Background: an optimization exercise with open tools, aiming at small area, a short achievable clock period and few clock cycles. Do not read the settings as production practice. Where RTL was checked, it was by simulation tests only, not by an equivalence proof against the original. Power figures rest on the tool's default switching activity, not on a simulated workload.

== run 1 ==
// ota_core
module ota_core (
    input  wire        clk,
    input  wire        rst,
    input  wire        cmd_valid,
    output reg         cmd_ready,
    input  wire [2:0]  cmd_op,
    input  wire [31:0] cmd_arg,
    input  wire        in_valid,
    output reg         in_ready,
    input  wire [7:0]  in_data,
    output reg         rsp_valid,
    output reg  [31:0] rsp_data,
    output reg         out_valid,
    output reg  [7:0]  out_data,
    output reg         dict_we,
    output reg  [10:0] dict_waddr,
    output reg  [7:0]  dict_wdata,
    output reg  [10:0] dict_raddr,
    input  wire [7:0]  dict_rdata
);
Size in the first run: ~1,800 cells after synthesis, roughly 310 flip-flops, roughly 17,000 sq um of cells after synthesis.
export LEC_CHECK = 0
export CAP_MARGIN = 20
export CORE_MARGIN = 2
export CORE_UTILIZATION = 40
export CTS_CLUSTER_DIAMETER = 100
export CTS_CLUSTER_SIZE = 24
export PLACE_DENSITY = 0.7
export SLEW_MARGIN = 20
create_clock -name core_clock -period 10.0 [get_ports {clk}]
standard.sh (not shown) runs the stock make flow with config.mk's settings and CLKGATE_MAP_FILE= SYNTH_SCRIPT=/design/flow/synth_recipe.tcl, a recipe that flattens the netlist after the stock synthesis.
==> flow/flow/run.sh <==
#!/bin/bash
set -euo pipefail
bash standard.sh SETUP_SLACK_MARGIN=6.95 finish > standard_flow.log 2>&1
Run 1 was carried through to the last stage, and its layout satisfied the timing, DRC and antenna checks.
Testbench counts of run 1, summed over its fixed seeds: cycles 130,440.
Here is what was changed in the inputs of run 2 compared with run 1.
Settings: removing PLACE_DENSITY (formerly 0.7).
==> flow/flow/run.sh <==
#!/bin/bash
set -euo pipefail
bash standard.sh SETUP_SLACK_MARGIN=6.6 BUFFER_PORTS_ARGS=-buffer_cell\ sky130_fd_sc_hd__buf_2 finish > standard_flow.log 2>&1
Delta (run 2 minus run 1): final wirelength has decreased; global placement routability congestion fell 2.9%. Compared with run 1, via count in run 2 decreased by a few percent. [compare] base=run 1 new=run 2: per-cell routed wire length saw a decrease; sequential share of power higher. As of run 2, sum of met3 wire segment lengths after detailed routing had fallen by more than 10% compared to run 1. On final period demand of the worst path: between run 2 and run 1, it ends up lower for run 1.
For run 3, these inputs were changed with respect to run 2:
Settings: CORE_UTILIZATION: 40 -> 45.
==> flow/flow/run.sh <==
#!/bin/bash
set -euo pipefail
bash standard.sh SETUP_SLACK_MARGIN=7 finish > standard_flow.log 2>&1
==> notes.md <==
Run 3 reports its start point of the critical path as in_ready$_SDFF_PP0_ while run 2 reports cl[8]$_DFF_P_. Run 3 leaves more setup margin than run 2. Comparing row count for run 2 and run 3, the bigger number came from run 2. NOTE: sum of internal, switching and leakage power in run 3 exceeds that of run 2. Of run 2 and run 3, the run reporting the higher global-route wire length before repair was run 3. From run 2 to run 3 the numbers moved as follows: clock-buffer cell count shows an increase of 1; final instance area shows an increase of 1700 sq um; die area shows a reduction of about 11%. On count of input and output buffers, run 2 and run 3 are neck and neck. On layout multi-input combinational cell count, run 2 and run 3 are neck and neck. Compared with run 2, run 3 shows total length of routed wires higher by 3800 microns. Between run 3 and run 2, it is run 3 whose post-route met1 wirelength is higher, by 1600 microns.
Inputs modified between run 3 and run 4:
Settings: a change of CORE_UTILIZATION from 45 to 40.
==> flow/flow/run.sh <==
#!/bin/bash
set -euo pipefail
bash standard.sh SETUP_SLACK_MARGIN=6.95 BUFFER_PORTS_ARGS=-buffer_cell\ sky130_fd_sc_hd__buf_1 finish > standard_flow.log 2>&1
==> comparison <==
Run 3 -> run 4: final routed wirelength across all metal layers decreased by a few percent
Count of buffers added by post-CTS timing repair for setup (run 3 / run 4): 1.12
Part of the cycle the worst path needs (lower): run 3
In run 4, combinational cell fraction of total power is lower than in run 3.
On area growth from synthesis to final layout, the higher figure sits with run 3, not run 4.


v52:
ota_core, a different RTL version from the one above (not shown whole).
Size in the first run: ~1900 cells after synthesis, roughly 340 flip-flops, about 130 I/O pins, roughly 19000 µm² of cells after synthesis.
Design ota_core, start of the top module:
module ota_core (
    input  wire        clk,
    input  wire        rst,
    input  wire        cmd_valid,
    output reg         cmd_ready,
    input  wire [2:0]  cmd_op,
    input  wire [31:0] cmd_arg,
    input  wire        in_valid,
    output reg         in_ready,
    input  wire [7:0]  in_data,
    output reg         rsp_valid,
    output reg  [31:0] rsp_data,
    output reg         out_valid,
    output reg  [7:0]  out_data,
    output reg         dict_we,
    output reg  [10:0] dict_waddr,
    output reg  [7:0]  dict_wdata,
    output reg  [10:0] dict_raddr,
    input  wire [7:0]  dict_rdata
);
clock: 10.0 ns
lec_check: 0
abc_clock_period_in_ps: 3000
cap_margin: 20
core_margin: 2
core_utilization: 40
slew_margin: 20
==> flow/flow/run.sh <==
#!/bin/bash
set -euo pipefail
bash standard.sh SETUP_SLACK_MARGIN=7 finish > standard_flow.log 2>&1
#### Input delta (v58 over v52)
- putting SETUP_SLACK_MARGIN at 5 where nothing was set
==> flow/run.sh (new file) <==
#!/bin/bash
# synth_recipe.tcl (not shown) runs the flow's synth.tcl, then flattens the netlist and writes it again
# the make line also repeats each setting of config.mk as NAME=value (left out here)
make -C /OpenROAD-flow-scripts/flow DESIGN_CONFIG=/design/flow/config.mk WORK_HOME=/design/flow/orfs CLKGATE_MAP_FILE= SYNTH_SCRIPT=/design/flow/synth_recipe.tcl finish
removed: flow/flow/run.sh
removed: flow/standard.sh
Combined flip-flop and latch cell area shrinks slightly when moving from v52 to v58.
Changes observed in v58 relative to v52: pin count of the biggest net entering global routing shrank by 2.7%, global routing met1 resource utilization now sits lower, share of the final layout cell area in sequential cells up 3.4 points, clock power share went up by 0.3 points.
Input changes introduced in v5 (baseline for comparison: v58):
- SETUP_SLACK_MARGIN: 5 -> unset
- ABC_CLOCK_PERIOD_IN_PS: 3000 -> unset
--- outcome ---
Sort v5 and v58 by core utilization, descending, and v58 comes first.
v5 — final critical-path required period 240 ps higher, v58 as reference
Going from v58 to v5, number of standard cells in the layout, taps in and fillers out did not really move; HPWL reported at the end of detailed placement went up.
No run of this note included a check of the RTL's function; only the layout flow was run.


job 101:
ota_core, a different RTL version from the one above (not shown whole).
For scale: ~16,000 sq um of cells after synthesis.
Settings: LEC_CHECK=0, CAP_MARGIN=20, CORE_MARGIN=2, CORE_UTILIZATION=45, SLEW_MARGIN=20; clock period 10.0 ns.
==> flow/flow/run.sh <==
#!/bin/bash
set -euo pipefail
bash standard.sh SETUP_SLACK_MARGIN=6.95 finish > standard_flow.log 2>&1
Job 101 finished every stage and its layout cleared the timing, DRC and antenna checks.
Relative to job 101, the following input files were edited for job 102:
==> flow/flow/run.sh <==
#!/bin/bash
set -euo pipefail
bash standard.sh SETUP_SLACK_MARGIN=7 finish > standard_flow.log 2>&1
## What came out
Per the final summary, job 102 finished and its layout is clean on timing, DRC and antenna. Job 101 did not stop at any stage, and its layout met the timing, DRC and antenna checks. In the metrics for job 101 and job 102, the one carrying the higher routed length on met3 is job 102. The maximum operating frequency reported for job 102 is smaller than that of job 101 by 6.0 MHz. Between job 101 and job 102, the flow reports non-clock buffer count increasing by a little under 10%. Diff job 101..job 102 | hold-critical path depth | unchanged. Pin slew with the least headroom to its limit, job 101 and job 102: larger value in job 101. Share of cells above drive strength 1: job 102 vs job 101 up 1.1 points.
No run of this note included a check of the RTL's function; only the layout flow was run.


ota_core, a different RTL version from the one above (not shown whole).
Size: about 1800 cells after synthesis, about 0.017 sq mm of cells after synthesis.
// ota_core
module ota_core (
    input  wire        clk,
    input  wire        rst,
    input  wire        cmd_valid,
    output reg         cmd_ready,
    input  wire [2:0]  cmd_op,
    input  wire [31:0] cmd_arg,
    input  wire        in_valid,
    output reg         in_ready,
    input  wire [7:0]  in_data,
    output reg         rsp_valid,
    output reg  [31:0] rsp_data,
    output reg         out_valid,
    output reg  [7:0]  out_data,
    output reg         dict_we,
    output reg  [10:0] dict_waddr,
    output reg  [7:0]  dict_wdata,
    output reg  [10:0] dict_raddr,
    input  wire [7:0]  dict_rdata
);
==> flow/config.mk <==
export PLATFORM = sky130hd
export DESIGN_NAME = ota_core
export DESIGN_NICKNAME = ota_core
export VERILOG_FILES = /design/flow/design.v
export SDC_FILE = /design/flow/constraint.sdc
export NUM_CORES = 4
export LEC_CHECK = 0
export CAP_MARGIN = 20
export CORE_MARGIN = 2
export CORE_UTILIZATION = 40
export CTS_CLUSTER_DIAMETER = 50
export CTS_CLUSTER_SIZE = 25
export SLEW_MARGIN = 20
==> flow/constraint.sdc <==
create_clock -name core_clock -period 10.0 [get_ports {clk}]
set_input_delay 2.0000 -clock core_clock [delete_from_list [all_inputs] [get_ports {clk}]]
set_output_delay 2.0000 -clock core_clock [all_outputs]
set_load 0.01 [all_outputs]
==> flow/flow/run.sh <==
#!/bin/bash
set -euo pipefail
bash standard.sh SETUP_SLACK_MARGIN=7 finish > standard_flow.log 2>&1
Testbench counts at the start, summed over its fixed seeds: cycles 130,440.
Edit:
==> flow/flow/run.sh (replaced) <==
#!/bin/bash
set -euo pipefail
bash standard.sh SETUP_SLACK_MARGIN=6.9 finish > standard_flow.log 2>&1
Settings changed: CORE_UTILIZATION 40 to 50, CTS_CLUSTER_DIAMETER 50 to default, CTS_CLUSTER_SIZE 25 to default.
What happened:
- The new run went through all stages and came out clean
- power is lower by 4.6%
- global-route usage increases by 4.8 points
- cell count went down by 4.6%
- wire length drops by 3.5%
- worst setup slack gets worse by 51 ps
Edit:
==> flow/flow/run.sh (replaced) <==
#!/bin/bash
set -euo pipefail
bash standard.sh SETUP_SLACK_MARGIN=6.95 finish > standard_flow.log 2>&1
Settings changed: CORE_UTILIZATION 50 to 40.
Count of clock-buffer cells in the layout is lower by 6; clock power stays flat; non-clock buffer count is higher by 4; wire length is higher by 3.2%; die area is higher by 24%; cell count is higher by 3.9%.
Edit:
==> flow/flow/run.sh (replaced) <==
#!/bin/bash
set -euo pipefail
bash standard.sh SETUP_SLACK_MARGIN=7 finish > standard_flow.log 2>&1
Settings changed: TNS_END_PERCENT from default to 20.
=>
- The new run ran to the end with no violations
- count of clock-buffer cells in the layout grows by 7
- first-iteration DRC count grows by 8.2%
- non-clock buffer count grows by 12

-- re-timing with driven ports --
In the flow no input, the clock included, has a driving cell. The finished layouts below were timed again as built, in two steps. Step 1: set_driving_cell puts a clkbuf_16 on clk and a buf_2 on each other input, an assumption about the parent block. Step 2 times the ports against the registers' clock, not the clock port: input delays grow and output delays shrink by t, the midpoint of the rising clock arrivals with the driver on. Slacks: no drivers / after step 1 / after step 2; pairs: no drivers / after step 1.
run	t, ns	slack for setup (ns)	worst register clock-pin slew, ns
run 1	0.567	6.955 / 6.900 / 6.485	0.11 / 0.11
run 2	0.570	6.654 / 6.597 / 6.539	0.11 / 0.11
run 3	0.575	6.962 / 6.907 / 6.604	0.11 / 0.11
run 4	0.571	6.927 / 6.873 / 6.562	0.10 / 0.10
v52	0.634	6.791 / 6.733 / 6.243	0.07 / 0.07
v58	0.612	5.402 / 5.371 / 4.759	0.07 / 0.07
v5	0.605	5.159 / 5.114 / 4.508	0.06 / 0.06
job 101	0.586	6.893 / 6.893 / 6.456	0.06 / 0.06
job 102	0.581	6.834 / 6.834 / 6.485	0.06 / 0.06
the first run of note 4	0.611	6.937 / 6.883 / 6.570	0.07 / 0.07
the second run of note 4	0.566	6.886 / 6.831 / 6.599	0.06 / 0.06
the third run of note 4	0.571	6.970 / 6.917 / 6.584	0.06 / 0.06
the fourth run of note 4	0.607	6.923 / 6.867 / 6.617	0.06 / 0.06
After both steps every run listed still meets setup and hold. The setup slack of v5, which loses most, moves by -0.045 ns with the drivers and by -0.651 ns with both steps.
